What follows belongs to an exercise in optimizing a design on an open flow for small area, a short achievable clock period and few clock cycles per item; a production flow would make more cautious choices. Function was not checked in any run shown here: the RTL went through the layout flow alone. Power and IR drop assume default switching activity.

[flow/config.mk]
export PLATFORM = sky130hd
export DESIGN_NAME = monarco_conv
export DESIGN_NICKNAME = monarco_conv
export VERILOG_FILES = /design/flow/design.v
export SDC_FILE = /design/flow/constraint.sdc
export NUM_CORES = 4
export LEC_CHECK = 0
export CAP_MARGIN = 20
export CORE_MARGIN = 2
export CORE_UTILIZATION = 40
export SLEW_MARGIN = 20
[flow/constraint.sdc]
create_clock -name core_clock -period 10.0 [get_ports {clk}]
set_input_delay 2.0000 -clock core_clock [delete_from_list [all_inputs] [get_ports {clk}]]
set_output_delay 2.0000 -clock core_clock [all_outputs]
set_load 0.01 [all_outputs]
[flow/design.v]
module monarco_conv (
    input  wire        clk,
    input  wire        rst,
    input  wire        in_valid,
    output wire        in_ready,
    input  wire [31:0] in_word,
    input  wire [63:0] in_payload,
    output reg         out_valid,
    input  wire        out_ready,
    output reg  [15:0] out_code,
    output reg  [2:0]  out_status,
    output reg  [1:0]  out_warn
);
    reg        busy;
    reg        op_duty, op_aout, op_freq;
    reg        ph_mul;    
    reg        ph_cmp;    
    reg        ph_div;    
    reg        ph_eq;     
    reg        ph_fin;    
    reg        ph_xit;    
    reg        ph_pend;   
    reg [4:0]  cnt;
    reg        cnt0;      
    reg        s_div, s_sub2n, s_add2n, s_add4n, s_prep;
    reg signed [32:0] R;
    reg [23:0] L;
    reg [31:0] D;
    reg [31:0] N;
    reg [3:0]  m10;       
    wire [7:0]  opcode = in_word[31:24];
    wire [3:0]  index  = in_word[3:0];
    wire [31:0] num    = in_payload[63:32];
    wire [31:0] den    = in_payload[31:0];
    wire is_duty = (opcode == 8'h12);
    wire is_freq = (opcode == 8'h13);
    wire is_aout = (opcode == 8'h14);
    wire known   = is_duty | is_freq | is_aout;
    wire resv    = |in_word[23:4];
    wire idx_bad = is_duty ? (index[3:2] != 2'b00) : (index[3:1] != 3'b000);
    wire den0    = (den == 32'd0);
    wire num_neg = num[31];
    wire num0    = (num == 32'd0);
    reg        imm;
    reg [20:0] imm_res;
    always @(*) begin
        imm     = 1'b1;
        imm_res = 21'd0;
        if (!known)        imm_res = {3'd1, 18'd0};
        else if (resv)     imm_res = {3'd2, 18'd0};
        else if (idx_bad)  imm_res = {3'd3, 18'd0};
        else if (den0)     imm_res = {3'd4, 18'd0};
        else if (is_duty) begin
            if (num_neg)   imm_res = {3'd4, 18'd0};
            else if (num0) imm_res = 21'd0;
            else           imm = 1'b0;
        end else if (is_aout) begin
            if (num_neg)   imm_res = {3'd0, 2'b01, 16'd0};
            else if (num0) imm_res = 21'd0;
            else           imm = 1'b0;
        end else begin
            if (num_neg | num0 | den[31]) imm_res = 21'd0;
            else           imm = 1'b0;
        end
    end
    wire        l_in = s_div & L[23];
    wire [35:0] A    = {{2{R[32]}}, R, l_in};
    wire        nz12 = |R[11:0];
    wire [35:0] B    = ({36{s_div}}   & ~{4'd0, D})
                     | ({36{s_sub2n}} & ~{3'd0, N, 1'b0})
                     | ({36{s_add2n}} &  {3'd0, N, 1'b0})
                     | ({36{s_add4n}} &  {2'd0, N, 2'b0})
                     | ({36{s_prep}}  & ~{16'd0, R[31:12], nz12});
    wire        cin  = s_div | s_sub2n | (s_prep & ~nz12);
    wire [35:0] S    = A + B + {35'd0, cin};
    wire        qb   = ~S[35];                   
    wire [4:0]  v10  = {m10, qb};
    wire        t10  = (m10 >= 4'd5);         
    wire [3:0]  m10n = t10 ? (v10 - 5'd10) : v10[3:0];
    wire [15:0] qd   = L[15:0];
    wire [15:0] qd1  = L[15:0] - 16'd1;
    wire        t10_0 = (m10 >= 4'd5);               
    wire        ahi_0 = (L[14:11] != 4'd0) | ((L[10:0] == 11'h7FF) & t10_0);
    wire [20:0] ares  = ahi_0 ? {3'd0, 2'b10, 16'd4095} : {5'd0, L[14:0], t10_0};
    wire [22:0] Z    = L[22:0];
    wire        rz   = (R[31:0] == 32'd0);
    wire f_lt1  = (Z > 23'd8000000) | ((Z == 23'd8000000) & ~rz);
    wire f_t1   = (Z > 23'd800000)  | ((Z == 23'd800000)  & ~rz);
    wire f_t2   = (Z > 23'd80000)   | ((Z == 23'd80000)   & ~rz);
    wire f_t3   = (Z > 23'd8000)    | ((Z == 23'd8000)    & ~rz);
    wire f_hi   = (Z < 23'd80)      | ((Z == 23'd80)      & rz);
    reg  [15:0] fcode;
    always @(*) begin
        if (f_lt1 | f_hi) fcode = 16'd0;
        else if (f_t1)    fcode = {Z[22:9], 2'd3};
        else if (f_t2)    fcode = {Z[19:6], 2'd2};
        else if (f_t3)    fcode = {Z[16:3], 2'd1};
        else              fcode = {Z[13:0], 2'd0};
    end
    wire fin_cmp = ph_cmp & op_duty;
    wire fin_div = ph_div & op_aout & cnt0;
    wire fin  = busy & (fin_cmp | fin_div | ph_fin | ph_eq | ph_xit | ph_pend);
    assign in_ready = ~busy | (fin & ~out_valid);
    wire slot_free = ~out_valid | out_ready;
    wire accept    = in_valid & in_ready;
    wire stall     = fin & ~slot_free;
    wire done      = fin & slot_free;
    wire step      = busy & ~stall;
    reg [20:0] res;
    always @(*) begin
        res = 21'd0;
        if (fin_cmp)      res = {5'd0, qb ? qd : qd1};
        else if (fin_div) res = ares;
        else if (ph_eq)   res = rz ? {5'd0, 16'hFFFF} : {3'd4, 18'd0};
        else if (ph_fin)  res = {5'd0, fcode};
        else if (ph_xit)  res = op_aout ? {3'd0, 2'b10, 16'd4095} : 21'd0;
        else if (ph_pend) res = L[20:0];
    end
    function [1:0] mdig;      
        input [2:0] i;
        case (i)
        3'd0: mdig = 2'd2;
        3'd1: mdig = 2'd0;
        3'd2: mdig = 2'd1;
        3'd3: mdig = 2'd0;
        3'd4: mdig = 2'd2;
        3'd5: mdig = 2'd2;
        3'd6: mdig = 2'd3;
        default: mdig = 2'd2;
        endcase
    endfunction
    wire [1:0] mnext = mdig(cnt[2:0] + 3'd1);
    always @(posedge clk) begin
        if (rst) begin
            busy      <= 1'b0;
            out_valid <= 1'b0;
            ph_mul <= 1'b0; ph_cmp <= 1'b0; ph_div <= 1'b0; ph_eq <= 1'b0;
            ph_fin <= 1'b0; ph_xit <= 1'b0; ph_pend <= 1'b0;
            s_div <= 1'b0; s_sub2n <= 1'b0; s_add2n <= 1'b0; s_add4n <= 1'b0; s_prep <= 1'b0;
        end else begin
            if (out_valid & out_ready)
                out_valid <= 1'b0;
            if (done) begin
                out_valid  <= 1'b1;
                {out_status, out_warn, out_code} <= res;
            end else if (accept & imm & ~busy & slot_free) begin
                out_valid  <= 1'b1;
                {out_status, out_warn, out_code} <= imm_res;
            end
            if (accept) begin
                D   <= is_freq ? num : den;
                N   <= is_duty ? num : den;
                m10 <= 4'd0;
                op_duty <= is_duty;
                op_aout <= is_aout;
                op_freq <= is_freq;
                ph_cmp <= 1'b0; ph_eq <= 1'b0; ph_fin <= 1'b0; ph_xit <= 1'b0;
                s_sub2n <= 1'b0; s_add4n <= 1'b0;
                if (imm) begin
                    busy    <= ~(~busy & slot_free);
                    ph_pend <= 1'b1;
                    ph_mul  <= 1'b0; ph_div <= 1'b0;
                    s_div <= 1'b0; s_add2n <= 1'b0; s_prep <= 1'b0;
                    L       <= {3'd0, imm_res};
                end else begin
                    busy    <= 1'b1;
                    ph_pend <= 1'b0;
                    ph_mul  <= ~is_duty;
                    ph_div  <= is_duty;
                    s_div   <= is_duty;
                    s_prep  <= is_aout;
                    s_add2n <= 1'b0;
                    if (is_freq) begin
                        s_add4n <= 1'b1;            
                    end
                    cnt     <= is_duty ? 5'd16 : 5'd0;
                    cnt0    <= 1'b0;
                    if (is_duty) begin
                        R <= {2'b00, num[31:1]};
                        L <= {num[0], 23'd0};
                    end else if (is_aout) begin
                        R <= {1'b0, num};
                        L <= {(~num[11:0]) + 12'd1, 12'd0};
                    end else begin
                        R <= 33'd0;
                        L <= 24'd0;
                    end
                end
            end else if (step) begin
                if (done) begin
                    busy <= 1'b0;
                    ph_mul <= 1'b0; ph_cmp <= 1'b0; ph_div <= 1'b0; ph_eq <= 1'b0;
                    ph_fin <= 1'b0; ph_xit <= 1'b0; ph_pend <= 1'b0;
                    s_div <= 1'b0; s_sub2n <= 1'b0; s_add2n <= 1'b0; s_add4n <= 1'b0; s_prep <= 1'b0;
                end else if (ph_mul) begin
                    R   <= S[35:3];
                    L   <= {S[2:1], L[23:2]};
                    cnt <= cnt + 5'd1;
                    s_prep <= 1'b0;
                    if (op_aout) begin
                        s_add2n <= 1'b0; s_add4n <= 1'b0;
                        if (cnt[0]) begin
                            ph_mul <= 1'b0; ph_cmp <= 1'b1; s_sub2n <= 1'b1;
                        end else begin
                            s_sub2n <= 1'b0;
                        end
                    end else if (cnt[2:0] == 3'd7) begin
                        ph_mul <= 1'b0; ph_div <= 1'b1;
                        s_div <= 1'b1; s_sub2n <= 1'b0; s_add2n <= 1'b0; s_add4n <= 1'b0;
                        cnt  <= 5'd23;
                    end else begin
                        s_add2n <= (mnext == 2'd1);
                        s_add4n <= (mnext == 2'd2);
                        s_sub2n <= (mnext == 2'd3);
                    end
                end else if (ph_cmp) begin
                    if (qb) begin
                        ph_cmp <= 1'b0; ph_xit <= 1'b1; s_sub2n <= 1'b0;
                    end else begin
                        ph_cmp <= 1'b0; ph_div <= 1'b1; s_sub2n <= 1'b0; s_div <= 1'b1;
                        cnt  <= 5'd15;
                        cnt0 <= 1'b0;
                    end
                end else if (ph_div) begin
                    R   <= qb ? S[32:0] : {R[31:0], L[23]};
                    L   <= {L[22:0], op_aout ? t10 : qb};
                    m10 <= m10n;
                    cnt <= cnt - 5'd1;
                    cnt0 <= (cnt == 5'd1);
                    if (op_duty & (cnt == 5'd16) & qb) begin
                        ph_div <= 1'b0; ph_eq <= 1'b1; s_div <= 1'b0;
                    end else if (op_freq & (cnt == 5'd23) & qb) begin
                        ph_div <= 1'b0; ph_xit <= 1'b1; s_div <= 1'b0;
                    end else if (cnt0) begin
                        ph_div <= 1'b0; s_div <= 1'b0;
                        if (op_freq) ph_fin <= 1'b1;
                        else begin ph_cmp <= 1'b1; s_sub2n <= 1'b1; end
                    end
                end
            end
        end
    end
endmodule
[flow/run.sh]
#!/bin/bash
# synth_recipe.tcl (not shown) runs the flow's synth.tcl, then flattens the netlist and writes it again
# the make line also repeats each setting of config.mk as NAME=value (left out here)
make -C /OpenROAD-flow-scripts/flow DESIGN_CONFIG=/design/flow/config.mk WORK_HOME=/design/flow/orfs CLKGATE_MAP_FILE= SYNTH_SCRIPT=/design/flow/synth_recipe.tcl finish
==> results of run 1 <==
-- layout by cell type (no fill, tap or decap), drive strengths merged, types with 15 or more instances in the layout --
cell type and n:
nand2 325, edfxtp 155, a21oi 126, clkdlybuf4s50 121, o21ai 114, nor2 107
mux2i 54, nand3 51, ha 45, nor4 42, inv 41, a221oi 37
nor3 35, o22ai 32, xnor2 32, xor2 26, a21o 26, buf 21
clkbuf 21, nand4 20, a211oi 19, a31oi 19, nand2b 16, o211ai 15
-- per-layer routing --
metal | up-vias | GRT usage [%] | part of all wire (%)
met4 | 0 | 9.77 | 3.1
met3 | 88 | 3.44 | 8.3
met5 | - | 0 | 0
met1 | 6163 | 36.4 | 43
met2 | 689 | 42.2 | 46
li1 | 6065 | - | -
-- worst max-delay path, cell delays in order, from the launching register on --
cell and delay, ps:
dfxtp_1 680, clkinv_1 1000, o221ai_1 480, a221o_1 180
ha_1 270, and4_1 290, nand3_1 100, a21oi_2 220
o21ai_2 150, a21oi_4 290, a31oi_4 170, a31oi_4 750
buf_4 520, a211oi_1 150, nand4b_1 200, a311oi_1 290
-- registers in the layout (all words and copies together), names as in the netlist, 2 cells and up --
signal,flops
R,33
N,32
D,32
m10,4
L,24
out_warn,2
cnt,5
out_code,16
out_status,3
-- area by class of cell --
cell class | count | area [um2] | area share [%]
Sequential cell | 169 | 4940 | 32.2
Tap cell | 442 | 553 | 3.61
Inverter | 42 | 158 | 1.03
Multi-Input combinational cell | 1287 | 7780 | 50.7
Clock inverter | 11 | 100 | 0.653
Clock buffer | 21 | 440 | 2.87
Timing Repair Buffer | 142 | 1370 | 8.92
-- synthesized netlist by cell type, types with 4 or more instances --
library cell    n  share of area (%)
buf_6           5               0.42
a31oi_1        16               0.75
a221o_1         8               0.60
dfxtp_1        14                2.1
buf_2          20               0.75
and3_1         11               0.52
a21o_1         25                1.4
or3_1          10               0.47
o21bai_1        6               0.34
a211oi_1       19                1.1
nor2_1        106                3.0
nor3_1         34                1.3
mux2_2          5               0.42
inv_1          39                1.1
o21ai_0       109                4.1
or4_1           4               0.22
o21a_1          7               0.39
xor2_1         26                1.7
mux2i_1        54                4.0
buf_1          12               0.34
o31ai_1         5               0.28
a21oi_1       123                4.6
o221ai_1        8               0.52
nand4b_1        4               0.26
and2_1          4               0.19
o21ai_1         4               0.15
clkbuf_1       81                2.3
or4_4           4               0.34
ha_1           45                4.2
edfxtp_1      155                 35
or2_2           6               0.28
o22ai_1        32                1.5
nand2_1       325                9.1
nand2b_1       16               0.75
a221oi_1       37                2.4
nor4_1         38                1.8
xnor2_1        32                2.1
nand4_1        20               0.94
and4_1          4               0.26
nand3_1        51                1.9
nor2b_1        14               0.66
o211ai_1       15               0.84
-- power groups by stage --
stage	Sequential [mW]	Combinational [mW]	Clock [mW]
after floorplan	0.857	0.201	0
after CTS	0.864	0.322	0.650
final	0.865	0.326	0.641
after global routing	0.869	0.354	0.675
after global placement	0.879	0.317	0
after detailed placement	0.879	0.320	0
-- path summary, 6_finish.rpt --
| check | start | endpoint | cells past startpoint |
|---|---|---|---|
| setup reg to reg | s_prep | s_sub2n | 15 |
| setup / recovery | s_prep | s_sub2n | 15 |
| hold reg to reg | ph_xit | ph_xit | 2 |
| hold / removal | ph_xit | ph_xit | 2 |
-- metrics by stage --
stage | worst slack [ps] | total power [mW] | utilization, % | hold WS, ps
finish | 4130 | 1.83 | 46.9 | 541
global route | 3850 | 1.90 | 46.9 | 597
CTS | 4250 | 1.84 | 46.9 | 542
detailed placement | 4010 | 1.20 | 45.3 | 531
global placement | 4010 | 1.20 | 45.3 | 528
floorplan | 4160 | 1.06 | - | 504
-- cells by family (layout without fill, tap and decap cells) --
group	after synthesis	in the layout	synth area share [%]
AND/OR/NAND/NOR	669	669	23.4
AO/OA/AOI/OAI	454	454	21.8
flip-flops	169	169	36.9
buffers and inverters	162	216	5.08
multiplexers	59	59	4.47
XOR/XNOR	58	58	3.80
adder cells (fa/ha/maj)	47	47	4.51
==> reports/results.tsv, run 1 <==
stage	metric	value	unit
setup_path	Worst Path Required	10340	ps
placed_design	port buffer count	121	
floorplan	Die Height	187	um
sta	Pins Over Slew Limit	0	
floorplan	die area	34900	um2
power_and_ir_drop	Flop pwr share	47.2	%
sta	RSZ-0062 raised after global routing	false	
setup_path	Startpoint Class	flop	
clock_tree	clock-pin slew on the worst setup and hold paths	70	ps
placed_design	Placer Congestion	0.958	
sta	Relative slew margins	30.3	%
clock_tree	TritonCTS Sinks	169	
floorplan	Row Count	66	
layout	layout cell share with drive strength beyond 1	5.74	%
floorplan	Boundary Pins	123	
synth	asr flop ratio synth	0	%
routing	DRT iter0 DRCs	1561	
layout	Diodes inserted	0	
power_and_ir_drop	Gate power share	17.8	%
floorplan	width of the die	187	um
synth	sequential area share after synthesis	36.9	%
routing	DRT Wirelength	47100	um
power_and_ir_drop	Sw Ratio	29.3	%
clock_tree	setup bufs post-CTS	0	
placed_design	DP Area	14800	um2
power_and_ir_drop	Clock Power Share	35.0	%
sta	final setup violation count	0	
sta	period utilization	58.7	%
placed_design	hpwl dp	33500	um
routing	DR pass1 iterations	7	
routing	vias per cell	6.15	
power_and_ir_drop	internal power	1.30	mW
grt	largest net degree at the start of global routing	69	
sta	minimum clock period	5870	ps
setup_path	crit path max fanout	27	
layout	Final nets	1806	
grt	initial antenna violation count	0	
synth	Netlist cell types	82	
placed_design	DP Cell Count	2082	
synth	Warnings, synthesis	1	
clock_tree	TritonCTS clock tree	yes	
routing	Antenna Nets Post-Route	0	
routing	via count	13000	
synth	Syn Inst Count	1618	
clock_tree	H-tree Lvls	4	
synth	Mapped Nets	1765	
floorplan	Initial Util	40.9	%
synth	number of synthesized flops with an enable pin	155	
sta	setup TNS	0	ps
grt	Overflow after GRT	0	
setup_path	reg2reg setup slack	4130	ps
grt	vias in the first global route	12400	
synth	Primary FF master, synth	edfxtp_1	
power_and_ir_drop	Max VDD drop	0.127	mV
synth	synthesized area	13400	um2
layout	P&R area growth vs syn	14.8	%
clock_tree	Clk Latency, worst-skew pair	450	ps
synth	post-synthesis sequential element count	169	
setup_path	CP Data Arrival Time	6210	ps
setup_path	WS Path Type	reg -> reg	
grt	total track usage	26.3	%
clock_tree	Num CTS Buffers	17	
layout	fillers	3261	
clock_tree	post-CTS resize count	0	
clock_tree	Max Buffers Root-to-Sink	2	
run	max_cap viols	0	
layout	final cell count without fillers	2114	
clock_tree	root buf cell	clkbuf_16	
sta	worst clock skew	13.9	ps
grt	first-pass GRT wire length	72200	um
routing	post-DR wirelength/cell	22.3	um
sta	final hold violation count	0	
min_path	HP Class	reg -> reg	
synth	average cell area after synthesis	8.26	um2
sta	worst-margin pin slew	1040	ps
status	outcome	complete, no violations	
clock_tree	Hold Buf Count CTS	0	
layout	design area	15300	um2
routing	Remaining DRCs	0	
power_and_ir_drop	PwrDens	119	nW/um2
sta	fmax	170	MHz
power_and_ir_drop	net switching power	536	uW
power_and_ir_drop	Leak	5.75	nW
floorplan	Core ar.	32700	um2
setup_path	CP endpoint kind	flop	
==> run 2, diff against run 1 <==
--- a/flow/config.mk
+++ b/flow/config.mk
@@ -5,7 +5,9 @@
 export SDC_FILE = /design/flow/constraint.sdc
 export NUM_CORES = 4
 export LEC_CHECK = 0
+export ABC_CLOCK_PERIOD_IN_PS = 4000
 export CAP_MARGIN = 20
 export CORE_MARGIN = 2
 export CORE_UTILIZATION = 40
+export SETUP_SLACK_MARGIN = 5
 export SLEW_MARGIN = 20
==> run 2 against run 1 <==
Effect of this change: critical endpoint is now out_code[13]; combinational power grew 5%; critical path type is now in -> reg; synthesized area did not move; count of clock-buffer cells in the layout down 2; still clean; largest cell class unchanged; clock skew up 1.3 ps.
==> reports/results.tsv, run 2 <==
stage	metric	value	unit
sta	worst setup margin	5130	ps
layout	fillers	3254	
synth	Post-synth top cells	nand2_1 (325), edfxtp_1 (155), a21oi_1 (123), o21ai_0 (109), nor2_1 (106)	
synth	average cell area after synthesis	8.26	um2
setup_path	Startpoint Class	input port	
setup_path	Worst Path Required	10210	ps
sta	RSZ-0062 raised after global routing	true	
sta	worst clock skew	15.2	ps
synth	Syn Inst Count	1618	
routing	Remaining DRCs	0	
synth	number of synthesized flops with an enable pin	155	
sta	worst hold margin	582	ps
sta	setup TNS	0	ps
synth	area leader, netlist	edfxtp_1	
clock_tree	clock-pin slew on the worst setup and hold paths	70	ps
layout	layout cell share with drive strength beyond 1	7.12	%
clock_tree	Max Buffers Root-to-Sink	2	
power_and_ir_drop	PwrDens	121	nW/um2
min_path	WHS Path Cells	2	
floorplan	Core ar.	32700	um2
grt	first-pass GRT wire length	75200	um
sta	final hold violation count	0	
synth	Synth top area share	34.8	%
sta	Relative slew margins	30.8	%
sta	final setup violation count	0	
routing	via count	13200	
setup_path	reg2reg path depth	17	
run	max_cap viols	0	
sta	Pins Over Slew Limit	0	
sta	worst-margin pin slew	1030	ps
routing	Antenna Nets Post-Route	0	
setup_path	critical path launch point	in_word[29]	
sta	period utilization	48.7	%
grt	GR peak layer	met2	
setup_path	Critical R2R Capture	R[30]	
routing	DR pass1 iterations	6	
power_and_ir_drop	Max VDD drop	0.120	mV
min_path	min-delay src	ph_xit	
clock_tree	root buf cell	clkbuf_16	
placed_design	Placer Congestion	0.935	
grt	vias in the first global route	12700	
grt	largest net degree at the start of global routing	69	
layout	Final nets	1819	
min_path	hold path endpoint	ph_xit	
layout	Diodes inserted	0	
clock_tree	Hold Buf Count CTS	0	
status	outcome	complete, no violations	
setup_path	CP endpoint kind	flop	
placed_design	hpwl dp	34800	um
grt	total track usage	27.6	%
layout	register area	4940	um2
synth	Netlist cell types	82	
routing	DRT Wirelength	49600	um
grt	GR met2 Demand/Resource	43.7	%
clock_tree	TritonCTS clock tree	yes	
floorplan	Die Height	187	um
synth	Mapped Nets	1765	
layout	biggest regs	R x33, D x32, N x32	
placed_design	port buffer count	121	
sta	fmax	205	MHz
routing	post-DR wirelength/cell	23.3	um
grt	met3 Use GR	5.34	%
setup_path	crit path max fanout	10	
clock_tree	H-tree Lvls	4	
clock_tree	TritonCTS Sinks	169	
layout	most common cell after layout, fill and taps aside	nand2_1	
synth	post-synthesis sequential element count	169	
floorplan	Row Count	66	
synth	asr flop ratio synth	0	%
synth	synthesized area	13400	um2
floorplan	die area	34900	um2
sta	minimum clock period	4870	ps
grt	initial antenna violation count	0	
floorplan	Boundary Pins	123	
synth	top-count cell post-synth	nand2_1	
layout	most frequent cells in the layout	nand2_1 (325), edfxtp_1 (155), a21oi_1 (122)	
setup_path	reg2reg setup slack	5130	ps
routing	DRT iter0 DRCs	1767	
synth	Primary FF master, synth	edfxtp_1	
layout	P&R area growth vs syn	17.1	%
synth	Warnings, synthesis	1	
grt	met1 Resource Use GR	38.2	%
clock_tree	Num CTS Buffers	17	
layout	Top reg by flops	R	
layout	max FFs per register	33	
layout	multi-input combinational cell area	7860	um2
floorplan	width of the die	187	um
setup_path	WS Path Type	in -> reg	
setup_path	worst r2r src	s_div	
placed_design	Place WS	3910	ps
synth	top cells by area, synth	edfxtp_1 (35%), nand2_1 (9.1%), a21oi_1 (4.6%), ha_1 (4.2%), o21ai_0 (4.1%)	
floorplan	Initial Util	40.9	%
routing	vias per cell	6.22	
grt	Overflow after GRT	0	
power_and_ir_drop	Leak	5.87	nW
min_path	HP Class	reg -> reg	
clock_tree	Clk Latency, worst-skew pair	440	ps
synth	sequential area share after synthesis	36.9	%
setup_path	CP Data Arrival Time	5080	ps
[run 2: worst max-delay path by stage]
stage                               to  slack, ps  cells past startpoint
after detailed placement        cnt[2]       3910                     10
after floorplan                   R[0]       5020                      7
after global routing              R[4]       4940                     17
final                     out_code[13]       5130                     11
after global placement          cnt[4]       3920                     10
after CTS                       cnt[1]       5000                     11
[run 2: area by class of cell]
cell class | count | share of cell area [%]
Clock buffer | 19 | 2.77
Clock inverter | 13 | 0.912
Inverter | 42 | 1.06
Multi-Input combinational cell | 1288 | 50.2
Sequential cell | 169 | 31.6
Tap cell | 442 | 3.54
Timing Repair Buffer | 154 | 9.91
[run 2: stage by stage]
step	power [mW]	instance area [um2]	utilization, %	instances
3_3_place_gp	1.20	14800	45.3	2081
4_1_cts	1.89	15500	47.3	2117
5_1_grt	1.95	15600	47.8	2127
6_report	1.89	15600	47.8	2127
2_1_floorplan	1.06	13400	-	1618
3_5_place_dp	1.20	14800	45.3	2081
[run 2: power breakdown]
part | internal [mW] | switching (mW)
combinational | 0.141 | 0.201
sequential | 0.820 | 0.0469
clock | 0.372 | 0.312
total | 1.33 | 0.560
[run 2: routing by layer]
metal | part of all wire, % | vias up
met5 | 0 | -
met4 | 2.3 | 0
met3 | 9.3 | 71
met2 | 45 | 703
met1 | 43 | 6357
li1 | - | 6099
[run 2: cells by family (layout without fill, tap and decap cells)]
kind of cell	after synthesis	after routing	share of synthesized area, %
xor gates and xnor gates	58	58	3.80
AOI/OAI and AO/OA	454	454	21.8
muxes	59	59	4.47
DFF	169	169	36.9
buffers and inverters	162	228	5.08
and+or+nand+nor	669	670	23.4
adders and majority gates	47	47	4.51
[run 2: worst max-delay path, cell delays in order]
cell and delay (ps):
clkdlybuf4s50_1 390, nand2b_1 140, or4_4 440, or3_4 360
buf_12 170, a2111o_1 500, nor2_4 170, a31oi_4 150
mux2i_2 460, nor3_4 90, buf_12 200
[run 2: repair_timing]
action	CTS	global route
pin swaps	4	6
endpoints found under the setup margin	89	94
hold endpoints to repair	0	0
cloned	1	2
resized for setup	11	13
buffers inserted	3	8

[static timing again, ports no longer ideal]
The flow's constraints put no driver on any port. The routed layouts listed below were extracted and timed again, unchanged, in two steps. Step 1 assumes that a clkbuf_16 drives the clock port and a buf_2 every other input. Step 2 times the ports against the registers' clock, not the clock port: input delays grow and output delays shrink by t, the midpoint of the rising clock arrivals with the driver on. a / b / c = ideal ports / drivers / drivers and shift; a / b = the first two.
| run | t (ns) | slack for setup (ns) | worst register clock-pin slew, ns |
|---|---|---|---|
| run 1 | 0.495 | 4.131 / 4.131 / 4.034 | 0.07 / 0.07 |
| run 2 | 0.487 | 5.126 / 5.128 / 4.668 | 0.08 / 0.08 |
After both steps setup and hold are still met in every run listed. For run 2, which loses most, drivers alone change the setup slack by +0.002 ns; drivers and shift together by -0.458 ns.
